From an optimization exercise on the open Yosys and OpenROAD flow, aimed at small area, a short achievable clock period and few clock cycles per item; shortcuts taken in it are not production practice. Where RTL was checked, it was by simulation tests only, not by an equivalence proof against the original. Power and IR drop assume default switching activity.

==> flow/design.v <==
module lora_rx_decoder (
    input  wire        clk,
    input  wire        rst,           
    input  wire        start,
    input  wire [3:0]  cfg_sf,        
    input  wire [3:0]  cfg_ppm,       
    input  wire [2:0]  cfg_rdd,       
    input  wire        cfg_explicit,  
    input  wire        sym_valid,
    output wire        sym_ready,
    input  wire [15:0] sym_data,
    output wire        out_valid,
    input  wire        out_ready,
    output wire [7:0]  out_data
);
    reg  [3:0]  sh;                   
    reg  [3:0]  ppm;                  
    reg  [2:0]  rdd;
    reg         expl;
    reg         in_v;
    reg  [11:0] in_q;                 
    reg         in_rb;                
    reg  [11:0] sb [0:7];
    reg  [2:0]  m;                    
    reg  [2:0]  r;                    
    reg         ld_hdr;               
    reg         sb_full;
    reg         first_x;              
    reg  [11:0] cb [0:7];
    reg  [3:0]  j;                    
    reg         cw_v;
    reg         cw_hdr;
    reg         ov;
    reg  [5:0]  od;
    reg         bv;
    reg  [5:0]  bd;
    reg  [7:0]  s;
    reg         widx;
    wire [3:0] ppm_eff = (cfg_ppm == 4'd0) ? cfg_sf : cfg_ppm;
    wire take    = cw_v & ~bv;
    wire a_free  = ~ov | out_ready;
    wire cw_last = (j == ppm - 4'd1);
    wire xfer    = sb_full & (~cw_v | (take & cw_last));
    wire s1_go   = in_v & (~sb_full | xfer);
    wire [2:0] wl1 = ld_hdr ? 3'd7 : (3'd3 + rdd);    
    wire ld_last = (m == wl1);
    reg  rdy;
    assign sym_ready = rdy;
    wire acc = sym_valid & rdy;
    wire [15:0] shq   = sym_data >> sh;
    wire [15:0] shr   = {sym_data[14:0], 1'b0} >> sh;
    wire        rb    = (sh != 4'd0) & shr[0];
    wire [11:0] pmask = ~(12'hFFF << ppm);
    wire [11:0] t     = (in_q + {11'd0, in_rb}) & pmask;
    wire [11:0] g     = t ^ (t >> 1);
    wire [11:0] rot   = (g << r) | (g >> (ppm - {1'b0, r}));
    wire [7:0] cw = {cb[7][j], cb[6][j], cb[5][j], cb[4][j],
                     cb[3][j], cb[2][j], cb[1][j], cb[0][j]};
    wire [2:0] cur_rdd = cw_hdr ? 3'd4 : rdd;
    wire use_key = ~(cw_hdr & expl & (j < 4'd5));
    wire [3:0] key = widx ? {s[0], s[1], s[2], s[3]} : {s[4], s[5], s[6], s[7]};
    wire b0 = cw[0], b1 = cw[1], b2 = cw[2], b3 = cw[3];
    wire b4 = cw[4], b5 = cw[5], b6 = cw[6], b7 = cw[7];
    wire p0 = b0 ^ b1 ^ b2 ^ b4;
    wire p1 = b1 ^ b2 ^ b3 ^ b5;
    wire p2 = b0 ^ b1 ^ b3 ^ b6;
    wire p3 = b0 ^ b2 ^ b3 ^ b7;
    wire [3:0] s84 = {p3, p2, p1, p0};
    wire [2:0] s74 = {p2, p1, p0};
    reg [3:0] flip;
    reg       dec_e, dec_b;
    always @* begin
        flip  = 4'd0;
        dec_e = 1'b0;
        dec_b = 1'b0;
        case (cur_rdd)
            3'd1: dec_e = b4 ^ (b0 ^ b1 ^ b2 ^ b3);
            3'd2: dec_e = (b4 ^ (b0 ^ b1 ^ b2)) | (b5 ^ (b1 ^ b2 ^ b3));
            3'd3: begin
                dec_e = (s74 != 3'd0);
                case (s74)
                    3'd5: flip = 4'h1;
                    3'd7: flip = 4'h2;
                    3'd3: flip = 4'h4;
                    3'd6: flip = 4'h8;
                    default: ;
                endcase
            end
            3'd4: begin
                dec_e = (s84 != 4'd0);
                case (s84)
                    4'hD: flip = 4'h1;
                    4'h7: flip = 4'h2;
                    4'hB: flip = 4'h4;
                    4'hE: flip = 4'h8;
                    4'h0, 4'h1, 4'h2, 4'h4, 4'h8: ;
                    default: dec_b = 1'b1;
                endcase
            end
            default: ;
        endcase
    end
    wire [3:0] dec_d = cw[3:0] ^ flip ^ (use_key ? key : 4'd0);
    assign out_valid = ov;
    assign out_data  = {2'b00, od};
    integer i;
    always @(posedge clk) begin
        if (acc) begin
            in_q  <= shq[11:0];
            in_rb <= rb;
        end
        if (s1_go)
            sb[m] <= rot;
        for (i = 0; i < 8; i = i + 1)
            if (xfer)
                cb[i] <= sb[i];
        if (a_free)
            od <= bv ? bd : {dec_b, dec_e, dec_d};
        if (~a_free & take)
            bd <= {dec_b, dec_e, dec_d};
    end
    wire in_v_n    = acc | (in_v & ~s1_go);
    wire sb_full_n = (s1_go & ld_last) | (sb_full & ~xfer);
    wire cw_v_n    = xfer | (cw_v & ~(take & cw_last));
    always @(posedge clk) begin
        if (rst | start)
            rdy <= ~rst;
        else
            rdy <= ~in_v_n | ~sb_full_n | ~cw_v_n;
        if (start) begin
            sh   <= (cfg_ppm == 4'd0) ? 4'd0 : cfg_sf - cfg_ppm;
            ppm  <= ppm_eff;
            rdd  <= cfg_rdd;
            expl <= cfg_explicit;
        end
        if (rst | start) begin
            in_v    <= 1'b0;
            m       <= 3'd0;
            r       <= 3'd0;
            ld_hdr  <= 1'b1;
            sb_full <= 1'b0;
            first_x <= 1'b1;
            cw_v    <= 1'b0;
            cw_hdr  <= 1'b1;
            j       <= 4'd0;
            ov      <= 1'b0;
            bv      <= 1'b0;
            s       <= 8'hFF;
            widx    <= 1'b0;
        end else begin
            if (acc)
                in_v <= 1'b1;
            else if (s1_go)
                in_v <= 1'b0;
            if (s1_go) begin
                if (ld_last) begin
                    m      <= 3'd0;
                    r      <= 3'd0;
                    ld_hdr <= 1'b0;
                end else begin
                    m <= m + 3'd1;
                    r <= ({1'b0, r} == ppm - 4'd1) ? 3'd0 : r + 3'd1;
                end
            end
            if (s1_go & ld_last)
                sb_full <= 1'b1;
            else if (xfer)
                sb_full <= 1'b0;
            if (xfer) begin
                cw_v    <= 1'b1;
                cw_hdr  <= first_x;
                first_x <= 1'b0;
                j       <= 4'd0;
            end else if (take) begin
                if (cw_last)
                    cw_v <= 1'b0;
                j <= j + 4'd1;
            end
            if (a_free)
                ov <= bv | take;
            if (a_free)
                bv <= 1'b0;
            else if (take)
                bv <= 1'b1;
            if (take & use_key) begin
                if (widx)
                    s <= {s[0] ^ s[2] ^ s[3] ^ s[4], s[7:1]};
                widx <= ~widx;
            end
        end
    end
endmodule
export LEC_CHECK = 0
export CAP_MARGIN = 20
export CORE_MARGIN = 2
export CORE_UTILIZATION = 40
export SLEW_MARGIN = 20
create_clock -name core_clock -period 9.0 [get_ports {clk}]
standard.sh (not shown) runs the stock make flow with config.mk's settings and CLKGATE_MAP_FILE= SYNTH_SCRIPT=/design/flow/synth_recipe.tcl, a recipe that flattens the netlist after the stock synthesis.
==> flow/flow/run.sh <==
#!/bin/bash
# Standard layout, with timing repair aimed 6.2 ns below the clock period
# (ORFS SETUP_SLACK_MARGIN), so that the layout achieves a shorter period.
bash standard.sh SETUP_SLACK_MARGIN=6.2 finish > standard.log 2>&1
Next try:
--- a/flow/design.v
+++ b/flow/design.v
@@ -29,19 +29,16 @@
     reg  [11:0] cb [0:7];
     reg  [3:0]  j;                    
     reg         cw_v;
     reg         cw_hdr;
     reg         ov;
     reg  [5:0]  od;
-    reg         bv;
-    reg  [5:0]  bd;
     reg  [7:0]  s;
     reg         widx;
     wire [3:0] ppm_eff = (cfg_ppm == 4'd0) ? cfg_sf : cfg_ppm;
-    wire take    = cw_v & ~bv;
-    wire a_free  = ~ov | out_ready;
+    wire take    = cw_v & (~ov | out_ready);
     wire cw_last = (j == ppm - 4'd1);
     wire xfer    = sb_full & (~cw_v | (take & cw_last));
     wire s1_go   = in_v & (~sb_full | xfer);
     wire [2:0] wl1 = ld_hdr ? 3'd7 : (3'd3 + rdd);    
     wire ld_last = (m == wl1);
     reg  rdy;
@@ -111,27 +108,25 @@
         end
         if (s1_go)
             sb[m] <= rot;
         for (i = 0; i < 8; i = i + 1)
             if (xfer)
                 cb[i] <= sb[i];
-        if (a_free)
-            od <= bv ? bd : {dec_b, dec_e, dec_d};
-        if (~a_free & take)
-            bd <= {dec_b, dec_e, dec_d};
+        if (take)
+            od <= {dec_b, dec_e, dec_d};
     end
     wire in_v_n    = acc | (in_v & ~s1_go);
     wire sb_full_n = (s1_go & ld_last) | (sb_full & ~xfer);
     wire cw_v_n    = xfer | (cw_v & ~(take & cw_last));
     always @(posedge clk) begin
         if (rst | start)
             rdy <= ~rst;
         else
             rdy <= ~in_v_n | ~sb_full_n | ~cw_v_n;
         if (start) begin
-            sh   <= (cfg_ppm == 4'd0) ? 4'd0 : cfg_sf - cfg_ppm;
+            sh   <= cfg_sf - ppm_eff;
             ppm  <= ppm_eff;
             rdd  <= cfg_rdd;
             expl <= cfg_explicit;
         end
         if (rst | start) begin
             in_v    <= 1'b0;
@@ -141,13 +136,12 @@
             sb_full <= 1'b0;
             first_x <= 1'b1;
             cw_v    <= 1'b0;
             cw_hdr  <= 1'b1;
             j       <= 4'd0;
             ov      <= 1'b0;
-            bv      <= 1'b0;
             s       <= 8'hFF;
             widx    <= 1'b0;
         end else begin
             if (acc)
                 in_v <= 1'b1;
             else if (s1_go)
@@ -173,18 +167,16 @@
                 j       <= 4'd0;
             end else if (take) begin
                 if (cw_last)
                     cw_v <= 1'b0;
                 j <= j + 4'd1;
             end
-            if (a_free)
-                ov <= bv | take;
-            if (a_free)
-                bv <= 1'b0;
-            else if (take)
-                bv <= 1'b1;
+            if (take)
+                ov <= 1'b1;
+            else if (out_ready)
+                ov <= 1'b0;
             if (take & use_key) begin
                 if (widx)
                     s <= {s[0] ^ s[2] ^ s[3] ^ s[4], s[7:1]};
                 widx <= ~widx;
             end
         end
Outcome:
- utilization went up by 2.8 points
- cell count went down by a few percent
- clock-buffer cell count went up by 3
- critical path depth is unchanged
- clock power went up by a few percent
- non-clock buffer count went up by 31
- sequential power went down by a few percent
- global-route usage went up by 1.2 points
- register-to-register slack is worse by 0.19 ns
No run of this note included a check of the RTL's function; only the layout flow was run.

* * *

lora_rx_decoder, a different RTL version from the one above (not shown whole).
For scale: ~1,200 cells after synthesis, about 43 I/O pins, roughly 12,000 sq um of cells after synthesis.
clock: 9.0 ns
lec_check: 0
cap_margin: 20
core_margin: 2
core_utilization: 40
slew_margin: 20
==> flow/flow/run.sh <==
#!/bin/bash
bash standard.sh 'SETUP_SLACK_MARGIN=6.2' 'MATCH_CELL_FOOTPRINT=0' 'BUFFER_PORTS_ARGS=-buffer_cell sky130_fd_sc_hd__buf_2' 'CTS_BUF_LIST=sky130_fd_sc_hd__clkbuf_8' 'CTS_CLUSTER_SIZE=16' 'CTS_CLUSTER_DIAMETER=60' 'ABC_AREA=1' finish > standard.log 2>&1
Testbench counts at the start, summed over its fixed seeds: cycles 7,995, bytes 6,173.
Change:
--- a/flow/design.v
+++ b/flow/design.v
@@ -37,20 +37,17 @@
     reg         ov;
     reg  [5:0]  od;
     reg  [7:0]  s;
     reg         widx;
     wire [3:0] ppm_eff = (cfg_ppm == 4'd0) ? cfg_sf : cfg_ppm;
     wire a_free  = ~ov | out_ready;
     wire q_adv   = q_v & a_free;
-    wire qfree   = ~q_v | q_adv;
-    wire take    = cw_v & qfree;
+    wire take    = cw_v & (~q_v | q_adv);
     wire cw_last = (j == pm1);
     wire xfer    = sb_full & (~cw_v | (take & cw_last));
-    wire take0   = sb_full & ~cw_v & qfree;
-    wire tk      = take | take0;
     wire s1_go   = in_v & (~sb_full | xfer);
     wire [2:0] wl1 = ld_hdr ? 3'd7 : (3'd3 + rdd);    
     wire ld_last = (m == wl1);
     reg  rdy;
     assign sym_ready = rdy;
     wire acc = sym_valid & rdy;
     reg  [11:0] below, pa0, pa1, pa2, pa3, cy;
@@ -82,19 +79,15 @@
     wire [18:0] Gx    = {G, 7'd0};
     wire [18:0] A     = Gx >> sa;
     wire [11:0] B     = G >> (sf - {1'b0, r});
     reg  [11:0] rot;
     always @* for (ci = 0; ci < 12; ci = ci + 1) rot[ci] = (ci < r) ? B[ci] : A[ci];
     wire [7:0] cw = {cb[7][j], cb[6][j], cb[5][j], cb[4][j],
                      cb[3][j], cb[2][j], cb[1][j], cb[0][j]};
-    wire [7:0] cw0 = {sb[7][0], sb[6][0], sb[5][0], sb[4][0],
-                      sb[3][0], sb[2][0], sb[1][0], sb[0][0]};
-    wire [7:0] cw_in  = take0 ? cw0 : cw;
-    wire       hdr_in = take0 ? first_x : cw_hdr;
-    wire use_key = ~(hdr_in & expl & (take0 | (j < 4'd5)));
+    wire use_key = ~(cw_hdr & expl & (j < 4'd5));
     wire [3:0] key = widx ? {s[0], s[1], s[2], s[3]} : {s[4], s[5], s[6], s[7]};
     wire [2:0] cur_rdd = q_hdr ? 3'd4 : rdd;
     wire b0 = q_cw[0], b1 = q_cw[1], b2 = q_cw[2], b3 = q_cw[3];
     wire b4 = q_cw[4], b5 = q_cw[5], b6 = q_cw[6], b7 = q_cw[7];
     wire p0 = b0 ^ b1 ^ b2 ^ b4;
     wire p1 = b1 ^ b2 ^ b3 ^ b5;
     wire p2 = b0 ^ b1 ^ b3 ^ b6;
@@ -145,23 +138,23 @@
         if (s1_go)
             sb[m] <= rot;
         for (i = 0; i < 8; i = i + 1)
             if (xfer)
                 cb[i] <= sb[i];
         if (q_adv)
             od <= {dec_b, dec_e, dec_d};
-        if (tk) begin
-            q_cw  <= cw_in;
+        if (take) begin
+            q_cw  <= cw;
             q_key <= use_key ? key : 4'd0;
-            q_hdr <= hdr_in;
+            q_hdr <= cw_hdr;
         end
     end
     wire in_v_n    = acc | (in_v & ~s1_go);
     wire sb_full_n = (s1_go & ld_last) | (sb_full & ~xfer);
-    wire cw_v_n    = xfer ? ~(take0 & (pm1 == 4'd0)) : (cw_v & ~(take & cw_last));
+    wire cw_v_n    = xfer | (cw_v & ~(take & cw_last));
     always @(posedge clk) begin
         if (rst | start)
             rdy <= ~rst;
         else
             rdy <= ~in_v_n | ~sb_full_n | ~cw_v_n;
         if (start) begin
             sh   <= (cfg_ppm == 4'd0) ? 4'd0 : cfg_sf - cfg_ppm;
@@ -200,30 +193,30 @@
                 end
             end
             if (s1_go & ld_last)
                 sb_full <= 1'b1;
             else if (xfer)
                 sb_full <= 1'b0;
             if (xfer) begin
-                cw_v    <= ~(take0 & (pm1 == 4'd0));
+                cw_v    <= 1'b1;
                 cw_hdr  <= first_x;
                 first_x <= 1'b0;
-                j       <= take0 ? 4'd1 : 4'd0;
+                j       <= 4'd0;
             end else if (take) begin
                 if (cw_last)
                     cw_v <= 1'b0;
                 j <= j + 4'd1;
             end
             if (a_free)
                 ov <= q_adv;
-            if (tk)
+            if (take)
                 q_v <= 1'b1;
             else if (q_adv)
                 q_v <= 1'b0;
-            if (tk & use_key) begin
+            if (take & use_key) begin
                 if (widx)
                     s <= {s[0] ^ s[2] ^ s[3] ^ s[4], s[7:1]};
                 widx <= ~widx;
             end
         end
     end
 endmodule
Total power shrinks by a few percent. Die area goes down slightly. Sequential cell count stays the same. Non-clock buffer count goes down by 5. Clock power decreases by a few percent. Setup slack improves by 0.023 ns. Clock skew rises by 0.0082 ns. Register-to-register slack improved by 0.10 ns.
Testbench counts after the change, summed over its fixed seeds: cycles 8,128, bytes 6,173.

* * *

== lane 3 ==
RTL: one of the versions met above, not the one the previous note started from.
==> module lora_rx_decoder, before the edit <==
module lora_rx_decoder (
    input  wire        clk,
    input  wire        rst,           
    input  wire        start,
    input  wire [3:0]  cfg_sf,        
    input  wire [3:0]  cfg_ppm,       
    input  wire [2:0]  cfg_rdd,       
    input  wire        cfg_explicit,  
    input  wire        sym_valid,
    output wire        sym_ready,
    input  wire [15:0] sym_data,
    output wire        out_valid,
    input  wire        out_ready,
    output wire [7:0]  out_data
);
    reg  [3:0]  sh;                   
    reg  [3:0]  ppm;                  
    reg  [2:0]  rdd;
    reg         expl;
    reg         in_v;
    reg  [11:0] in_q;                 
    reg         in_rb;                
    reg  [11:0] sb [0:7];
    reg  [2:0]  m;                    
    reg  [2:0]  r;                    
    reg         ld_hdr;               
    reg         sb_full;
    reg         first_x;              
    reg  [11:0] cb [0:7];
    reg  [3:0]  j;                    
    reg         cw_v;
    reg         cw_hdr;
    reg         ov;
    reg  [5:0]  od;
    reg  [7:0]  s;
    reg         widx;
    wire [3:0] ppm_eff = (cfg_ppm == 4'd0) ? cfg_sf : cfg_ppm;
    wire take    = cw_v & (~ov | out_ready);
    wire cw_last = (j == ppm - 4'd1);
    wire xfer    = sb_full & (~cw_v | (take & cw_last));
    wire s1_go   = in_v & (~sb_full | xfer);
    wire [2:0] wl1 = ld_hdr ? 3'd7 : (3'd3 + rdd);    
    wire ld_last = (m == wl1);
    reg  rdy;
    assign sym_ready = rdy;
    wire acc = sym_valid & rdy;
    wire [15:0] shq   = sym_data >> sh;
    wire [15:0] shr   = {sym_data[14:0], 1'b0} >> sh;
    wire        rb    = (sh != 4'd0) & shr[0];
    wire [11:0] pmask = ~(12'hFFF << ppm);
    wire [11:0] t     = (in_q + {11'd0, in_rb}) & pmask;
    wire [11:0] g     = t ^ (t >> 1);
    wire [11:0] rot   = (g << r) | (g >> (ppm - {1'b0, r}));
    wire [7:0] cw = {cb[7][j], cb[6][j], cb[5][j], cb[4][j],
                     cb[3][j], cb[2][j], cb[1][j], cb[0][j]};
    wire [2:0] cur_rdd = cw_hdr ? 3'd4 : rdd;
    wire use_key = ~(cw_hdr & expl & (j < 4'd5));
    wire [3:0] key = widx ? {s[0], s[1], s[2], s[3]} : {s[4], s[5], s[6], s[7]};
    wire b0 = cw[0], b1 = cw[1], b2 = cw[2], b3 = cw[3];
    wire b4 = cw[4], b5 = cw[5], b6 = cw[6], b7 = cw[7];
    wire p0 = b0 ^ b1 ^ b2 ^ b4;
    wire p1 = b1 ^ b2 ^ b3 ^ b5;
    wire p2 = b0 ^ b1 ^ b3 ^ b6;
    wire p3 = b0 ^ b2 ^ b3 ^ b7;
    wire [3:0] s84 = {p3, p2, p1, p0};
    wire [2:0] s74 = {p2, p1, p0};
    reg [3:0] flip;
    reg       dec_e, dec_b;
    always @* begin
        flip  = 4'd0;
        dec_e = 1'b0;
        dec_b = 1'b0;
        case (cur_rdd)
            3'd1: dec_e = b4 ^ (b0 ^ b1 ^ b2 ^ b3);
            3'd2: dec_e = (b4 ^ (b0 ^ b1 ^ b2)) | (b5 ^ (b1 ^ b2 ^ b3));
            3'd3: begin
                dec_e = (s74 != 3'd0);
                case (s74)
                    3'd5: flip = 4'h1;
                    3'd7: flip = 4'h2;
                    3'd3: flip = 4'h4;
                    3'd6: flip = 4'h8;
                    default: ;
                endcase
            end
            3'd4: begin
                dec_e = (s84 != 4'd0);
                case (s84)
                    4'hD: flip = 4'h1;
                    4'h7: flip = 4'h2;
                    4'hB: flip = 4'h4;
                    4'hE: flip = 4'h8;
                    4'h0, 4'h1, 4'h2, 4'h4, 4'h8: ;
                    default: dec_b = 1'b1;
                endcase
            end
            default: ;
        endcase
    end
    wire [3:0] dec_d = cw[3:0] ^ flip ^ (use_key ? key : 4'd0);
    assign out_valid = ov;
    assign out_data  = {2'b00, od};
    integer i;
    always @(posedge clk) begin
        if (acc) begin
            in_q  <= shq[11:0];
            in_rb <= rb;
        end
        if (s1_go)
            sb[m] <= rot;
        for (i = 0; i < 8; i = i + 1)
            if (xfer)
                cb[i] <= sb[i];
        if (take)
            od <= {dec_b, dec_e, dec_d};
    end
    wire in_v_n    = acc | (in_v & ~s1_go);
    wire sb_full_n = (s1_go & ld_last) | (sb_full & ~xfer);
    wire cw_v_n    = xfer | (cw_v & ~(take & cw_last));
    always @(posedge clk) begin
        if (rst | start)
            rdy <= ~rst;
        else
            rdy <= ~in_v_n | ~sb_full_n | ~cw_v_n;
        if (start) begin
            sh   <= cfg_sf - ppm_eff;
            ppm  <= ppm_eff;
            rdd  <= cfg_rdd;
            expl <= cfg_explicit;
        end
        if (rst | start) begin
            in_v    <= 1'b0;
            m       <= 3'd0;
            r       <= 3'd0;
            ld_hdr  <= 1'b1;
            sb_full <= 1'b0;
            first_x <= 1'b1;
            cw_v    <= 1'b0;
            cw_hdr  <= 1'b1;
            j       <= 4'd0;
            ov      <= 1'b0;
            s       <= 8'hFF;
            widx    <= 1'b0;
        end else begin
            if (acc)
                in_v <= 1'b1;
            else if (s1_go)
                in_v <= 1'b0;
            if (s1_go) begin
                if (ld_last) begin
                    m      <= 3'd0;
                    r      <= 3'd0;
                    ld_hdr <= 1'b0;
                end else begin
                    m <= m + 3'd1;
                    r <= ({1'b0, r} == ppm - 4'd1) ? 3'd0 : r + 3'd1;
                end
            end
            if (s1_go & ld_last)
                sb_full <= 1'b1;
            else if (xfer)
                sb_full <= 1'b0;
            if (xfer) begin
                cw_v    <= 1'b1;
                cw_hdr  <= first_x;
                first_x <= 1'b0;
                j       <= 4'd0;
            end else if (take) begin
                if (cw_last)
                    cw_v <= 1'b0;
                j <= j + 4'd1;
            end
            if (take)
                ov <= 1'b1;
            else if (out_ready)
                ov <= 1'b0;
            if (take & use_key) begin
                if (widx)
                    s <= {s[0] ^ s[2] ^ s[3] ^ s[4], s[7:1]};
                widx <= ~widx;
            end
        end
    end
endmodule
==> flow/config.mk <==
export PLATFORM = sky130hd
export DESIGN_NAME = lora_rx_decoder
export DESIGN_NICKNAME = lora_rx_decoder
export VERILOG_FILES = /design/flow/design.v
export SDC_FILE = /design/flow/constraint.sdc
export NUM_CORES = 4
export LEC_CHECK = 0
export CAP_MARGIN = 20
export CORE_MARGIN = 2
export CORE_UTILIZATION = 40
export SLEW_MARGIN = 20
==> flow/constraint.sdc <==
create_clock -name core_clock -period 9.0 [get_ports {clk}]
set_input_delay 1.8000 -clock core_clock [delete_from_list [all_inputs] [get_ports {clk}]]
set_output_delay 1.8000 -clock core_clock [all_outputs]
set_load 0.01 [all_outputs]
run.sh (not shown) runs the stock make flow with config.mk's settings and CLKGATE_MAP_FILE= SYNTH_SCRIPT=/design/flow/synth_recipe.tcl, a recipe that flattens the netlist after the stock synthesis.
Stock flow here: none of the scripts above is used.
### lane 3 -> lane 4
diff --git a/flow/design.v b/flow/design.v
--- a/flow/design.v
+++ b/flow/design.v
@@ -12,11 +12,11 @@
     output wire        out_valid,
     input  wire        out_ready,
     output wire [7:0]  out_data
 );
     reg  [3:0]  sh;                   
-    reg  [3:0]  ppm;                  
+    reg  [3:0]  pm1;                  
     reg  [2:0]  rdd;
     reg         expl;
     reg         in_v;
     reg  [11:0] in_q;                 
     reg         in_rb;                
@@ -34,27 +34,27 @@
     reg  [5:0]  od;
     reg  [7:0]  s;
     reg         widx;
     wire [3:0] ppm_eff = (cfg_ppm == 4'd0) ? cfg_sf : cfg_ppm;
     wire take    = cw_v & (~ov | out_ready);
-    wire cw_last = (j == ppm - 4'd1);
+    wire cw_last = (j == pm1);
     wire xfer    = sb_full & (~cw_v | (take & cw_last));
     wire s1_go   = in_v & (~sb_full | xfer);
     wire [2:0] wl1 = ld_hdr ? 3'd7 : (3'd3 + rdd);    
     wire ld_last = (m == wl1);
-    reg  rdy;
-    assign sym_ready = rdy;
-    wire acc = sym_valid & rdy;
+    assign sym_ready = ~in_v | ~sb_full | ~cw_v;
+    wire acc = sym_valid & sym_ready;
     wire [15:0] shq   = sym_data >> sh;
     wire [15:0] shr   = {sym_data[14:0], 1'b0} >> sh;
     wire        rb    = (sh != 4'd0) & shr[0];
+    wire [3:0]  ppm   = pm1 + 4'd1;
     wire [11:0] pmask = ~(12'hFFF << ppm);
     wire [11:0] t     = (in_q + {11'd0, in_rb}) & pmask;
     wire [11:0] g     = t ^ (t >> 1);
     wire [11:0] rot   = (g << r) | (g >> (ppm - {1'b0, r}));
-    wire [7:0] cw = {cb[7][j], cb[6][j], cb[5][j], cb[4][j],
-                     cb[3][j], cb[2][j], cb[1][j], cb[0][j]};
+    wire [7:0] cw = {cb[7][0], cb[6][0], cb[5][0], cb[4][0],
+                     cb[3][0], cb[2][0], cb[1][0], cb[0][0]};
     wire [2:0] cur_rdd = cw_hdr ? 3'd4 : rdd;
     wire use_key = ~(cw_hdr & expl & (j < 4'd5));
     wire [3:0] key = widx ? {s[0], s[1], s[2], s[3]} : {s[4], s[5], s[6], s[7]};
     wire b0 = cw[0], b1 = cw[1], b2 = cw[2], b3 = cw[3];
     wire b4 = cw[4], b5 = cw[5], b6 = cw[6], b7 = cw[7];
@@ -106,27 +106,23 @@
             in_q  <= shq[11:0];
             in_rb <= rb;
         end
         if (s1_go)
             sb[m] <= rot;
-        for (i = 0; i < 8; i = i + 1)
+        for (i = 0; i < 8; i = i + 1) begin
             if (xfer)
                 cb[i] <= sb[i];
+            else if (take)
+                cb[i] <= {cb[i][11], cb[i][11:1]};
+        end
         if (take)
             od <= {dec_b, dec_e, dec_d};
     end
-    wire in_v_n    = acc | (in_v & ~s1_go);
-    wire sb_full_n = (s1_go & ld_last) | (sb_full & ~xfer);
-    wire cw_v_n    = xfer | (cw_v & ~(take & cw_last));
     always @(posedge clk) begin
-        if (rst | start)
-            rdy <= ~rst;
-        else
-            rdy <= ~in_v_n | ~sb_full_n | ~cw_v_n;
         if (start) begin
             sh   <= cfg_sf - ppm_eff;
-            ppm  <= ppm_eff;
+            pm1  <= ppm_eff - 4'd1;
             rdd  <= cfg_rdd;
             expl <= cfg_explicit;
         end
         if (rst | start) begin
             in_v    <= 1'b0;
@@ -151,11 +147,11 @@
                     m      <= 3'd0;
                     r      <= 3'd0;
                     ld_hdr <= 1'b0;
                 end else begin
                     m <= m + 3'd1;
-                    r <= ({1'b0, r} == ppm - 4'd1) ? 3'd0 : r + 3'd1;
+                    r <= ({1'b0, r} == pm1) ? 3'd0 : r + 3'd1;
                 end
             end
             if (s1_go & ld_last)
                 sb_full <= 1'b1;
             else if (xfer)
Looking only at final critical-path share of the clock period, and setting everything else aside, the lower value of lane 3 and lane 4 goes to lane 3. Comparing lane 4 against lane 3, there is no change at all in number of synthesized flops with an enable pin. [lane 4] floorplan row count rose 3 relative to lane 3. Changes observed in lane 4 relative to lane 3: total routed wirelength saw an increase; clock period minus final worst setup slack moved up; synthesized cell count picked up an extra about 35%; number of global-route vias before repair rose 1,158; via count normalized by instance count rose by 0.36%. Lane 4 vs. lane 3: clock power dropped about 5%; multi-input gate count grew by 286; final design instance area without fill +about 6%; maximum number of pins on one net before global-route repair decreased 6. Run comparison: lane 4 slowest cell on the critical path sky130_fd_sc_hd__o221ai_1; lane 3 slowest cell on the critical path sky130_fd_sc_hd__nor2_1. Going from lane 3 to lane 4, final sequential cell count shrank slightly. Between lane 3 and lane 4, first-pass GRT wire length is higher for lane 4, lane 3 comes in under that.
No run of this note included a check of the RTL's function; only the layout flow was run.

[afterwards: timing with drivers on the ports]
The flow's constraints put no driver on any port. The routed layouts listed below were extracted and timed again, unchanged, in two steps. Step 1, drivers: a clkbuf_16 drives clk and a buf_2 each remaining input, both assumed. Step 2 moves the port delays by t, midway between the first and last clock arrival at a register: inputs arrive t later, outputs are due t later. That takes back most of the time a late clock gives input paths. Slacks: ideal ports / drivers / drivers and shift; pairs: ideal ports / drivers.
run | t, ns | setup slack, ns | worst slew at a driven data input, ns | pins driven straight from the clock port
the first run of note 1 | 0.573 | 6.005 / 6.005 / 5.712 | 0.04 | 1
the second run of note 1 | 0.597 | 5.818 / 5.818 / 5.439 | 0.05 | 1
the first run of note 2 | 0.607 | 6.097 / 6.053 / 5.552 | 0.06 | 1
the second run of note 2 | 0.587 | 6.121 / 6.075 / 5.583 | 0.06 | 1
lane 3 | 0.577 | 4.702 / 4.724 / 4.146 | 0.03 | 1
lane 4 | 0.578 | 4.586 / 4.586 / 4.145 | 0.03 | 1
After both steps every run listed still meets setup and hold. For lane 3, which loses most, drivers alone change the setup slack by +0.022 ns; drivers and shift together by -0.556 ns.
